This design comes from an exercise in tuning for small area on the open sky130 flow, not from production work. At most, simulation tests tie the RTL to the original design; equivalence was not proved. Power figures rest on the tool's default switching activity, not on a simulated workload.

==> 06-06 <==
==> flow/design.v <==
module dcc_encoder (
    input  wire [39:0] payload,    
    input  wire [1:0]  kc,         
    output wire [47:0] bytes,      
    output wire [55:0] frame,
    output wire [5:0]  bit_count
);
    wire [7:0] p0 = payload[39:32];
    wire [7:0] p1 = payload[31:24];
    wire [7:0] p2 = payload[23:16];
    wire [7:0] p3 = payload[15:8];
    wire [7:0] p4 = payload[7:0];
    wire [7:0] cs = p0 ^ p1 ^ p2 ^ p3 ^ p4;
    wire [7:0] q2 = p2 | ((kc == 2'd0) ? cs : 8'h00);
    wire [7:0] q3 = p3 | ((kc == 2'd1) ? cs : 8'h00);
    wire [7:0] q4 = p4 | ((kc == 2'd2) ? cs : 8'h00);
    wire [7:0] q5 =      ((kc == 2'd3) ? cs : 8'h00);
    assign bytes = {p0, p1, q2, q3, q4, q5};
    assign frame = {1'b0, p0, 1'b0, p1, 1'b0, q2, kc == 2'd0, q3, kc == 2'd1, q4,
                    kc == 2'd2, q5, kc == 2'd3, 1'b0};
    assign bit_count = (kc == 2'd0) ? 6'd28 : (kc == 2'd1) ? 6'd37 : (kc == 2'd2) ? 6'd46 : 6'd55;
endmodule
module dcc_cmd_decode (
    input  wire [207:0] cmd_word,
    input  wire         acc_rev,       
    output reg          do_load,       
    output reg          do_rsp,        
    output reg  [1:0]   rsp_kind,      
    output reg  [3:0]   slot,          
    output reg  [39:0]  payload,
    output reg  [1:0]   kc,            
    output reg          rep4,          
    output reg          thr            
);
    wire [7:0]  opcode = cmd_word[7:0];
    wire [3:0]  argc   = cmd_word[11:8];
    wire        rsv_ok = (cmd_word[15:12] == 4'd0);
    wire [31:0] a0 = cmd_word[47:16];
    wire [31:0] a1 = cmd_word[79:48];
    wire [31:0] a2 = cmd_word[111:80];
    wire [31:0] a3 = cmd_word[143:112];
    wire [31:0] a4 = cmd_word[175:144];
    wire [31:0] a5 = cmd_word[207:176];
    function z;
        input [31:0] x;
        input integer n;
        integer j;
        begin
            z = 1'b1;
            for (j = 0; j < 32; j = j + 1)
                if (j >= n && x[j]) z = 1'b0;
        end
    endfunction
    function cab_ok;
        input [31:0] x;
        begin
            cab_ok = z(x, 14) && !(x[13] && (x[12] || x[11]));
        end
    endfunction
    function cv_ok;
        input [31:0] x;
        begin
            cv_ok = (z(x, 10) && (x[9:0] != 10'd0)) || (x == 32'd1024);
        end
    endfunction
    wire is_thr  = (opcode == 8'h01);
    wire [31:0] cab = is_thr ? a1 : a0;
    wire        two = (cab[13:7] != 7'd0);       
    wire        cabv = cab_ok(cab);
    wire [9:0]  cv_a = a1[9:0] - 10'd1;
    wire        sp_neg  = a2[31];
    wire        sp_big  = !a2[31] && (!z(a2, 7) || (a2[6:0] >= 7'd126));
    wire [6:0]  sp_inc  = a2[6:0] + 7'd1;
    wire [6:0]  sp_code = sp_neg ? 7'd1 : sp_big ? 7'd127 : (a2[6:0] == 7'd0) ? 7'd0 : sp_inc;
    wire [2:0]  bitn = a2[31] ? 3'd0 : !z(a2, 3) ? 3'd7 : a2[2:0];
    wire        bitv = !a3[31] && (a3[30:0] != 31'd0);
    reg  [23:0] rest;    
    reg         cabcmd;
    always @* begin
        do_load  = 1'b0;
        do_rsp   = 1'b0;
        rsp_kind = 2'd1;
        slot     = 4'd0;
        kc       = 2'd0;
        rep4     = 1'b0;
        thr      = 1'b0;
        rest     = 24'd0;
        cabcmd   = 1'b1;
        payload  = 40'd0;
        if (rsv_ok) begin
            case (opcode)
            8'h01: begin
                rest = {8'h3F, a3[0], sp_code, 8'h00};
                kc   = two ? 2'd2 : 2'd1;
                slot = a0[3:0];
                if (argc == 4'd4 && z(a0, 4) && a0[3:0] != 4'd0 && a0[3:0] <= 4'd12
                    && cabv && z(a3, 1)) begin
                    do_load = 1'b1;
                    thr     = 1'b1;
                end
            end
            8'h02: begin
                rep4 = 1'b1;
                if (argc == 4'd2) begin
                    rest = {2'b10, a1[5:0], 16'h0000};
                    kc   = two ? 2'd1 : 2'd0;
                    if (cabv && z(a1, 8)) do_load = 1'b1;
                end else begin
                    rest = {7'b1101111, a1[0], a2[7:0], 8'h00};
                    kc   = two ? 2'd2 : 2'd1;
                    if (argc == 4'd3 && cabv && z(a1, 8) && z(a2, 8)) do_load = 1'b1;
                end
            end
            8'h03: begin
                cabcmd = 1'b0;
                rep4   = 1'b1;
                payload = {2'b10, a0[5:0], 1'b1, ~a0[8:6], 1'b1, a1[1:0], a2[0] ^ acc_rev, 24'd0};
                if (argc == 4'd3 && z(a0, 9) && z(a1, 2) && z(a2, 1)) do_load = 1'b1;
            end
            8'h04: begin
                cabcmd = 1'b0;
                kc     = argc[1:0] - 2'd3;
                slot   = a0[3:0];
                payload = {a1[7:0], a2[7:0],
                           (argc >= 4'd4) ? a3[7:0] : 8'h00,
                           (argc >= 4'd5) ? a4[7:0] : 8'h00,
                           (argc >= 4'd6) ? a5[7:0] : 8'h00};
                if (argc < 4'd3 || argc > 4'd6)
                    do_rsp = 1'b1;
                else if (!(z(a1, 8) && z(a2, 8) && (argc < 4'd4 || z(a3, 8))
                           && (argc < 4'd5 || z(a4, 8)) && (argc < 4'd6 || z(a5, 8))))
                    do_rsp = 1'b1;
                else if (z(a0, 4) && a0[3:0] <= 4'd12)
                    do_load = 1'b1;
            end
            8'h08: begin
                rep4 = 1'b1;
                rest = {6'b111011, cv_a[9:8], cv_a[7:0], a2[7:0]};
                kc   = two ? 2'd3 : 2'd2;
                if (argc == 4'd3 && cabv && cv_ok(a1) && z(a2, 8)) do_load = 1'b1;
            end
            8'h09: begin
                rep4 = 1'b1;
                rest = {6'b111010, cv_a[9:8], cv_a[7:0], 4'hF, bitv, bitn};
                kc   = two ? 2'd3 : 2'd2;
                if (argc == 4'd4 && cabv && cv_ok(a1)) do_load = 1'b1;
            end
            8'h0A: begin
                rsp_kind = 2'd2;
                if (argc == 4'd0) do_rsp = 1'b1;
            end
            8'h0B: begin
                rsp_kind = 2'd3;
                if (argc == 4'd0) do_rsp = 1'b1;
            end
            default: ;
            endcase
        end
        if (cabcmd)
            payload = two ? {2'b11, cab[13:8], cab[7:0], rest}
                          : {cab[7:0], rest, 8'h00};
    end
endmodule
module dcc_packet_core (
    input  wire         clk,
    input  wire         rst,           
    input  wire         cmd_valid,
    output wire         cmd_ready,
    input  wire [207:0] cmd_word,
    input  wire         cfg_we,
    input  wire         cfg_acc_rev,
    input  wire         pkt_done,      
    output wire [55:0]  tx_frame,      
    output wire [5:0]   tx_len,        
    output wire [3:0]   tx_slot,       
    output reg          rsp_valid,
    output reg  [1:0]   rsp_kind,      
    output wire [3:0]   rsp_slot,
    output wire [6:0]   rsp_speed,
    output wire         rsp_dir,
    output wire [2:0]   rsp_len,
    output wire [47:0]  rsp_bytes,
    output wire [7:0]   rsp_rep
);
    localparam NS = 13;                
    localparam EW = 47;                
    localparam [41:0] IDLE_PK = {8'hFF, 32'h0, 2'd0};    
    reg acc_rev;
    wire        dec_load, dec_rsp, dec_rep4, dec_thr;
    wire [1:0]  dec_kind, dec_kc;
    wire [3:0]  dec_slot;
    wire [39:0] dec_payload;
    dcc_cmd_decode u_dec (
        .cmd_word (cmd_word),
        .acc_rev  (acc_rev),
        .do_load  (dec_load),
        .do_rsp   (dec_rsp),
        .rsp_kind (dec_kind),
        .slot     (dec_slot),
        .payload  (dec_payload),
        .kc       (dec_kc),
        .rep4     (dec_rep4),
        .thr      (dec_thr)
    );
    reg  [39:0] c_pay;
    reg  [1:0]  c_kc;
    reg  [3:0]  c_slot;
    reg         c_rep4;
    reg         c_thr;
    reg         waiting;               
    reg         last_valid;
    reg  [EW*NS-1:0] ring;
    reg  [3:0]  h;                     
    reg  [3:0]  recycle_reg;           
    reg  [3:0]  max_loaded;
    reg         next_valid;
    reg  [3:0]  next_slot;
    reg         next_rep4;
    reg         cj_run;
    reg  [3:0]  cj_cnt;
    reg         cj_inplace;
    reg  [3:0]  cur;
    reg  [3:0]  rot;
    reg  [2:0]  repeat_left;
    reg  [41:0] latch;                 
    reg         eg_wait;               
    reg         eg_run;
    reg         eg_scan;               
    reg  [3:0]  eg_cnt;
    reg  [4:0]  best;
    assign cmd_ready = !waiting && !cj_run;
    wire accept = cmd_valid && cmd_ready;
    wire [47:0] tx_bytes_unused;
    dcc_encoder u_tx (
        .payload  (latch[41:2]),
        .kc       (latch[1:0]),
        .bytes    (tx_bytes_unused),
        .frame    (tx_frame),
        .bit_count(tx_len)
    );
    assign tx_slot = cur;
    wire [55:0] rsp_frame_unused;
    wire [5:0]  rsp_bits_unused;
    dcc_encoder u_rsp (
        .payload  (c_pay),
        .kc       (c_kc),
        .bytes    (rsp_bytes),
        .frame    (rsp_frame_unused),
        .bit_count(rsp_bits_unused)
    );
    wire [7:0] sp_byte = c_kc[0] ? c_pay[23:16] : c_pay[15:8];
    assign rsp_dir   = sp_byte[7];
    assign rsp_speed = (sp_byte[6:1] == 6'd0) ? 7'd0 : sp_byte[6:0] - 7'd1;
    assign rsp_slot  = (rsp_kind == 2'd3) ? 4'd12 : c_slot;
    assign rsp_len   = {1'b0, c_kc} + 3'd3;
    assign rsp_rep   = {5'd0, c_rep4, 2'd0};
    wire [EW-1:0] hd     = ring[EW*NS-1 -: EW];
    wire          hd_v   = hd[0];
    wire [3:0]    hd_own = hd[4:1];
    wire [41:0]   hd_pk  = hd[46:5];
    wire rel = waiting && !next_valid;
    wire one_shot = (c_slot == 4'd0);
    wire match_prev = hd_v && (hd_own == c_slot);
    wire cj_write   = cj_run && (cj_inplace ? match_prev : (h == next_slot));
    wire cj_inval   = cj_run && !cj_inplace && match_prev;
    wire [EW-1:0] wr_entry = cj_write ? {c_pay, c_kc, c_slot, !one_shot}
                                      : {hd[46:1], hd_v && !cj_inval};
    wire [4:0] key    = {h <= rot, h};
    wire       eg_hit = eg_run && (eg_scan ? (hd_v && key < best) : (h == cur));
    wire eg_event = (pkt_done && !cj_run) || (eg_wait && !cj_run);
    wire [3:0] rotc = (cur != 4'd0 && cur != 4'd15) ? cur : rot;
    wire r1 = (cur == 4'd0) && (repeat_left != 3'd0);
    wire r2 = !r1 && next_valid;
    wire r3 = !r1 && !next_valid && (max_loaded != 4'd0);
    wire r4 = !r1 && !next_valid && (max_loaded == 4'd0);
    always @(posedge clk) begin
        ring <= {ring[EW*(NS-1)-1:0], wr_entry};
        if (rst) begin : clr
            integer i;
            for (i = 0; i < NS; i = i + 1)
                ring[EW*i] <= 1'b0;
        end
        if (rst) begin
            h           <= 4'd0;
            acc_rev     <= 1'b0;
            waiting     <= 1'b0;
            last_valid  <= 1'b0;
            recycle_reg <= 4'd0;
            max_loaded  <= 4'd0;
            next_valid  <= 1'b0;
            cj_run      <= 1'b0;
            cur         <= 4'd15;
            rot         <= 4'd0;
            repeat_left <= 3'd0;
            latch       <= IDLE_PK;
            eg_wait     <= 1'b0;
            eg_run      <= 1'b0;
            rsp_valid   <= 1'b0;
        end else begin
            h <= (h == 4'd12) ? 4'd0 : h + 4'd1;
            rsp_valid <= 1'b0;
            if (cfg_we && cmd_ready)
                acc_rev <= cfg_acc_rev;
            if (accept) begin
                if (dec_load) begin
                    waiting <= 1'b1;
                    c_pay   <= dec_payload;
                    c_kc    <= dec_kc;
                    c_slot  <= dec_slot;
                    c_rep4  <= dec_rep4;
                    c_thr   <= dec_thr;
                end
                if (dec_rsp && !(dec_kind == 2'd2 && !last_valid)) begin
                    rsp_valid <= 1'b1;
                    rsp_kind  <= dec_kind;
                end
            end
            if (rel) begin
                waiting    <= 1'b0;
                last_valid <= 1'b1;
                next_valid <= 1'b1;
                next_rep4  <= c_rep4;
                cj_run     <= 1'b1;
                cj_cnt     <= 4'd0;
                cj_inplace <= 1'b0;
                if (one_shot) begin
                    next_slot <= 4'd0;
                end else if (recycle_reg != 4'd0) begin
                    next_slot   <= recycle_reg;
                    recycle_reg <= 4'd0;
                end else if (max_loaded != 4'd12) begin
                    next_slot  <= max_loaded + 4'd1;
                    max_loaded <= max_loaded + 4'd1;
                end else begin
                    cj_inplace <= 1'b1;
                end
                if (c_thr) begin
                    rsp_valid <= 1'b1;
                    rsp_kind  <= 2'd0;
                end
            end
            if (cj_run) begin
                cj_cnt <= cj_cnt + 4'd1;
                if (cj_cnt == 4'd12)
                    cj_run <= 1'b0;
                if (cj_inval)
                    recycle_reg <= h;
                if (cj_inplace && cj_write)
                    next_slot <= h;
            end
            if (pkt_done && cj_run)
                eg_wait <= 1'b1;
            if (eg_event) begin
                eg_wait <= 1'b0;
                if (r1) begin
                    repeat_left <= repeat_left - 3'd1;
                end else begin
                    rot <= rotc;
                    if (r2) begin
                        cur         <= next_slot;
                        repeat_left <= (next_slot == 4'd0 && next_rep4) ? 3'd4 : 3'd0;
                        next_valid  <= 1'b0;
                        eg_run      <= 1'b1;
                        eg_scan     <= 1'b0;
                        eg_cnt      <= 4'd0;
                    end else if (r3) begin
                        if (!(rotc < max_loaded))
                            rot <= 4'd0;
                        eg_run  <= 1'b1;
                        eg_scan <= 1'b1;
                        eg_cnt  <= 4'd0;
                        best    <= 5'h1F;
                    end else begin
                        cur   <= 4'd15;
                        latch <= IDLE_PK;
                    end
                end
            end
            if (eg_run) begin
                eg_cnt <= eg_cnt + 4'd1;
                if (eg_cnt == 4'd12)
                    eg_run <= 1'b0;
                if (eg_hit) begin
                    latch <= hd_pk;
                    if (eg_scan) begin
                        cur  <= h;
                        best <= key;
                    end
                end
            end
        end
    end
endmodule
==> flow/run.sh <==
#!/bin/bash
# synth_recipe.tcl (not shown) runs the flow's synth.tcl, then flattens the netlist and writes it again
# the make line also repeats each setting of config.mk as NAME=value (left out here)
make -C /OpenROAD-flow-scripts/flow DESIGN_CONFIG=/design/flow/config.mk WORK_HOME=/design/flow/orfs CLKGATE_MAP_FILE= SYNTH_SCRIPT=/design/flow/synth_recipe.tcl finish
==> flow/config.mk <==
export PLATFORM = sky130hd
export DESIGN_NAME = dcc_packet_core
export DESIGN_NICKNAME = dcc_packet_core
export VERILOG_FILES = /design/flow/design.v
export SDC_FILE = /design/flow/constraint.sdc
export NUM_CORES = 4
export LEC_CHECK = 0
export CAP_MARGIN = 20
export CORE_MARGIN = 2
export CORE_UTILIZATION = 40
export SLEW_MARGIN = 20
==> flow/constraint.sdc <==
create_clock -name core_clock -period 10.0 [get_ports {clk}]
set_input_delay 2.0000 -clock core_clock [delete_from_list [all_inputs] [get_ports {clk}]]
set_output_delay 2.0000 -clock core_clock [all_outputs]
set_load 0.01 [all_outputs]
==> 08-05: changes against 06-06 <==
--- a/flow/design.v
+++ b/flow/design.v
@@ -185,3 +185,3 @@
     localparam NS = 13;                
-    localparam EW = 47;                
+    localparam EW = 46;                
     localparam [41:0] IDLE_PK = {8'hFF, 32'h0, 2'd0};    
@@ -221,2 +221,3 @@
     reg         cj_inplace;
+    reg         cj_clear;              
     reg  [3:0]  cur;
@@ -229,3 +230,2 @@
     reg  [3:0]  eg_cnt;
-    reg  [4:0]  best;
     assign cmd_ready = !waiting && !cj_run;
@@ -257,5 +257,5 @@
     wire [EW-1:0] hd     = ring[EW*NS-1 -: EW];
-    wire          hd_v   = hd[0];
-    wire [3:0]    hd_own = hd[4:1];
-    wire [41:0]   hd_pk  = hd[46:5];
+    wire [3:0]    hd_own = hd[3:0];
+    wire          hd_v   = (hd_own != 4'd0);
+    wire [41:0]   hd_pk  = hd[45:4];
     wire rel = waiting && !next_valid;
@@ -263,8 +263,10 @@
     wire match_prev = hd_v && (hd_own == c_slot);
-    wire cj_write   = cj_run && (cj_inplace ? match_prev : (h == next_slot));
-    wire cj_inval   = cj_run && !cj_inplace && match_prev;
-    wire [EW-1:0] wr_entry = cj_write ? {c_pay, c_kc, c_slot, !one_shot}
-                                      : {hd[46:1], hd_v && !cj_inval};
-    wire [4:0] key    = {h <= rot, h};
-    wire       eg_hit = eg_run && (eg_scan ? (hd_v && key < best) : (h == cur));
+    wire cj_write   = cj_run && !cj_clear && (cj_inplace ? match_prev : (h == next_slot));
+    wire cj_inval   = cj_run && (cj_clear || (!cj_inplace && match_prev));
+    wire [EW-1:0] wr_entry = cj_write ? {c_pay, c_kc, c_slot}
+                                      : {hd[45:4], cj_inval ? 4'd0 : hd_own};
+    wire [4:0] key     = {h <= rot, h};
+    wire [4:0] cur_key = {cur <= rot, cur};
+    wire       eg_hit  = eg_run && (eg_scan ? (hd_v && (cur == 4'd15 || key < cur_key))
+                                            : (h == cur));
     wire eg_event = (pkt_done && !cj_run) || (eg_wait && !cj_run);
@@ -277,7 +279,2 @@
         ring <= {ring[EW*(NS-1)-1:0], wr_entry};
-        if (rst) begin : clr
-            integer i;
-            for (i = 0; i < NS; i = i + 1)
-                ring[EW*i] <= 1'b0;
-        end
         if (rst) begin
@@ -290,3 +287,5 @@
             next_valid  <= 1'b0;
-            cj_run      <= 1'b0;
+            cj_run      <= 1'b1;
+            cj_cnt      <= 4'd0;
+            cj_clear    <= 1'b1;
             cur         <= 4'd15;
@@ -325,2 +324,3 @@
                 cj_inplace <= 1'b0;
+                cj_clear   <= 1'b0;
                 if (one_shot) begin
@@ -345,3 +345,3 @@
                     cj_run <= 1'b0;
-                if (cj_inval)
+                if (cj_inval && !cj_clear)
                     recycle_reg <= h;
@@ -371,3 +371,3 @@
                         eg_cnt  <= 4'd0;
-                        best    <= 5'h1F;
+                        cur     <= 4'd15;
                     end else begin
@@ -384,6 +384,4 @@
                     latch <= hd_pk;
-                    if (eg_scan) begin
-                        cur  <= h;
-                        best <= key;
-                    end
+                    if (eg_scan)
+                        cur <= h;
                 end
==> flow/flow/run.sh (new file) <==
#!/bin/bash
# Standard ORFS layout (standard.sh), with two changes:
#  - each port gets a sky130_fd_sc_hd__buf_1 buffer (the default picks a larger cell);
#  - clock tree synthesis uses small clock buffers and inserts no dummy loads.
set -euo pipefail
cd "$(dirname "$0")/.."
export BUFFER_PORTS_ARGS="-buffer_cell sky130_fd_sc_hd__buf_1"
export CTS_ARGS="-sink_clustering_enable -repair_clock_nets -dont_use_dummy_load -buf_list {sky130_fd_sc_hd__clkbuf_4 sky130_fd_sc_hd__clkbuf_8}"
bash standard.sh > flow_standard.log 2>&1
==> flow/standard.sh (new file) <==
#!/bin/bash
# synth_recipe.tcl (not shown) runs the flow's synth.tcl, then flattens the netlist and writes it again
# the make line also repeats each setting of config.mk as NAME=value (left out here)
make -C /OpenROAD-flow-scripts/flow DESIGN_CONFIG=/design/flow/config.mk WORK_HOME=/design/flow/orfs CLKGATE_MAP_FILE= SYNTH_SCRIPT=/design/flow/synth_recipe.tcl "${@:-finish}"
removed: flow/run.sh
==> 02-07: changes against 06-06 <==
--- a/flow/design.v
+++ b/flow/design.v
@@ -185,3 +185,3 @@
     localparam NS = 13;                
-    localparam EW = 47;                
+    localparam EW = 46;                
     localparam [41:0] IDLE_PK = {8'hFF, 32'h0, 2'd0};    
@@ -221,2 +221,3 @@
     reg         cj_inplace;
+    reg         cj_clear;              
     reg  [3:0]  cur;
@@ -229,3 +230,2 @@
     reg  [3:0]  eg_cnt;
-    reg  [4:0]  best;
     assign cmd_ready = !waiting && !cj_run;
@@ -257,5 +257,5 @@
     wire [EW-1:0] hd     = ring[EW*NS-1 -: EW];
-    wire          hd_v   = hd[0];
-    wire [3:0]    hd_own = hd[4:1];
-    wire [41:0]   hd_pk  = hd[46:5];
+    wire [3:0]    hd_own = hd[3:0];
+    wire          hd_v   = (hd_own != 4'd0);
+    wire [41:0]   hd_pk  = hd[45:4];
     wire rel = waiting && !next_valid;
@@ -263,8 +263,10 @@
     wire match_prev = hd_v && (hd_own == c_slot);
-    wire cj_write   = cj_run && (cj_inplace ? match_prev : (h == next_slot));
-    wire cj_inval   = cj_run && !cj_inplace && match_prev;
-    wire [EW-1:0] wr_entry = cj_write ? {c_pay, c_kc, c_slot, !one_shot}
-                                      : {hd[46:1], hd_v && !cj_inval};
-    wire [4:0] key    = {h <= rot, h};
-    wire       eg_hit = eg_run && (eg_scan ? (hd_v && key < best) : (h == cur));
+    wire cj_write   = cj_run && !cj_clear && (cj_inplace ? match_prev : (h == next_slot));
+    wire cj_inval   = cj_run && (cj_clear || (!cj_inplace && match_prev));
+    wire [EW-1:0] wr_entry = cj_write ? {c_pay, c_kc, c_slot}
+                                      : {hd[45:4], cj_inval ? 4'd0 : hd_own};
+    wire [4:0] key     = {h <= rot, h};
+    wire [4:0] cur_key = {cur <= rot, cur};
+    wire       eg_hit  = eg_run && (eg_scan ? (hd_v && (cur == 4'd15 || key < cur_key))
+                                            : (h == cur));
     wire eg_event = (pkt_done && !cj_run) || (eg_wait && !cj_run);
@@ -277,7 +279,2 @@
         ring <= {ring[EW*(NS-1)-1:0], wr_entry};
-        if (rst) begin : clr
-            integer i;
-            for (i = 0; i < NS; i = i + 1)
-                ring[EW*i] <= 1'b0;
-        end
         if (rst) begin
@@ -290,3 +287,5 @@
             next_valid  <= 1'b0;
-            cj_run      <= 1'b0;
+            cj_run      <= 1'b1;
+            cj_cnt      <= 4'd0;
+            cj_clear    <= 1'b1;
             cur         <= 4'd15;
@@ -325,2 +324,3 @@
                 cj_inplace <= 1'b0;
+                cj_clear   <= 1'b0;
                 if (one_shot) begin
@@ -345,3 +345,3 @@
                     cj_run <= 1'b0;
-                if (cj_inval)
+                if (cj_inval && !cj_clear)
                     recycle_reg <= h;
@@ -371,3 +371,3 @@
                         eg_cnt  <= 4'd0;
-                        best    <= 5'h1F;
+                        cur     <= 4'd15;
                     end else begin
@@ -384,6 +384,4 @@
                     latch <= hd_pk;
-                    if (eg_scan) begin
-                        cur  <= h;
-                        best <= key;
-                    end
+                    if (eg_scan)
+                        cur <= h;
                 end
--- a/flow/config.mk
+++ b/flow/config.mk
@@ -10,2 +10,3 @@
 export CORE_UTILIZATION = 40
+export CTS_BUF_LIST = sky130_fd_sc_hd__clkbuf_4 sky130_fd_sc_hd__clkbuf_8
 export SLEW_MARGIN = 20
==> results.txt <==
quantity                                                                   08-05                    02-07                    06-06
Result of the run                                        complete, no violations  complete, no violations  complete, no violations
Cell internal pwr                                                      0.00394 W                0.00471 W                0.00473 W
Count of antenna diodes in the layout                                          2                        1                        3
Power consumption                                                      0.00496 W                0.00597 W                0.00596 W
Total length of routed met2 wires                                       28900 um                 29800 um                 28600 um
Seq cells post-synth                                                         737                      737                      754
Routed met3 length                                                       3270 um                  3990 um                  3890 um
Power density normalized to cell area                                 187 mW/mm2               200 mW/mm2               200 mW/mm2
Multi-input gate share of total cell area                                  27.1%                    24.1%                    23.5%
Count of distinct cell types in the synthesized netlist                       82                       82                       68
Total vias in the final route                                              15400                    15600                    15300
Via count of the first global-routing pass                                 15500                    15700                    15300
Startpoint of the most critical setup path                               c_kc[0]              cmd_word[0]                  c_kc[0]
Clock buf/inv share                                                        5.40%                    8.96%                    8.14%
Clock Pin Slew Worst Setup and Hold Paths                                0.06 ns                  0.07 ns                  0.06 ns
Maximum VDD drop                                                         97.1 uV                   114 uV                   116 uV
Comb power frac                                                             2.6%                     3.1%                     3.1%
CP startpoint kind                                                      register               input port                 register
Net Sw Frac                                                                20.6%                    21.1%                    20.7%
Fmax achieved                                                            194 MHz                  174 MHz                  188 MHz
Beginning of the worst hold path                                       ring[229]                 ring[84]                ring[327]
The RTL of 08-05 and 02-07 was laid out without a check of its function.

-- what the ideal ports hide --
No port has a modelled driver above. Below, the same layouts with a new extraction and two added sets of constraints.
Step 1 (the two cells are an assumption about what drives the block):
set clk [get_ports {clk}]
set_driving_cell -lib_cell sky130_fd_sc_hd__clkbuf_16 $clk
set_driving_cell -lib_cell sky130_fd_sc_hd__buf_2 [delete_from_list [all_inputs] $clk]
Step 2 adds t to the input delays and takes it off the output delays; t is the mean of the earliest and latest rising clock arrival at the registers after step 1. Input paths then give back, and output paths get back, about the clock's delay inside the block.
a / b / c = ideal / step 1 / step 2; a / b = the first two.
run	shift t [ns]	slack for setup (ns)	latest minus earliest clock arrival (ns)
06-06	0.652	4.687 / 4.631 / 4.270	0.020 / 0.020
08-05	0.695	4.852 / 4.788 / 4.254	0.111 / 0.112
02-07	0.754	4.244 / 4.241 / 3.503	0.061 / 0.061
After both steps every run listed still meets setup and hold. The setup slack of 02-07, which loses most, moves by -0.003 ns with the drivers and by -0.741 ns with both steps.
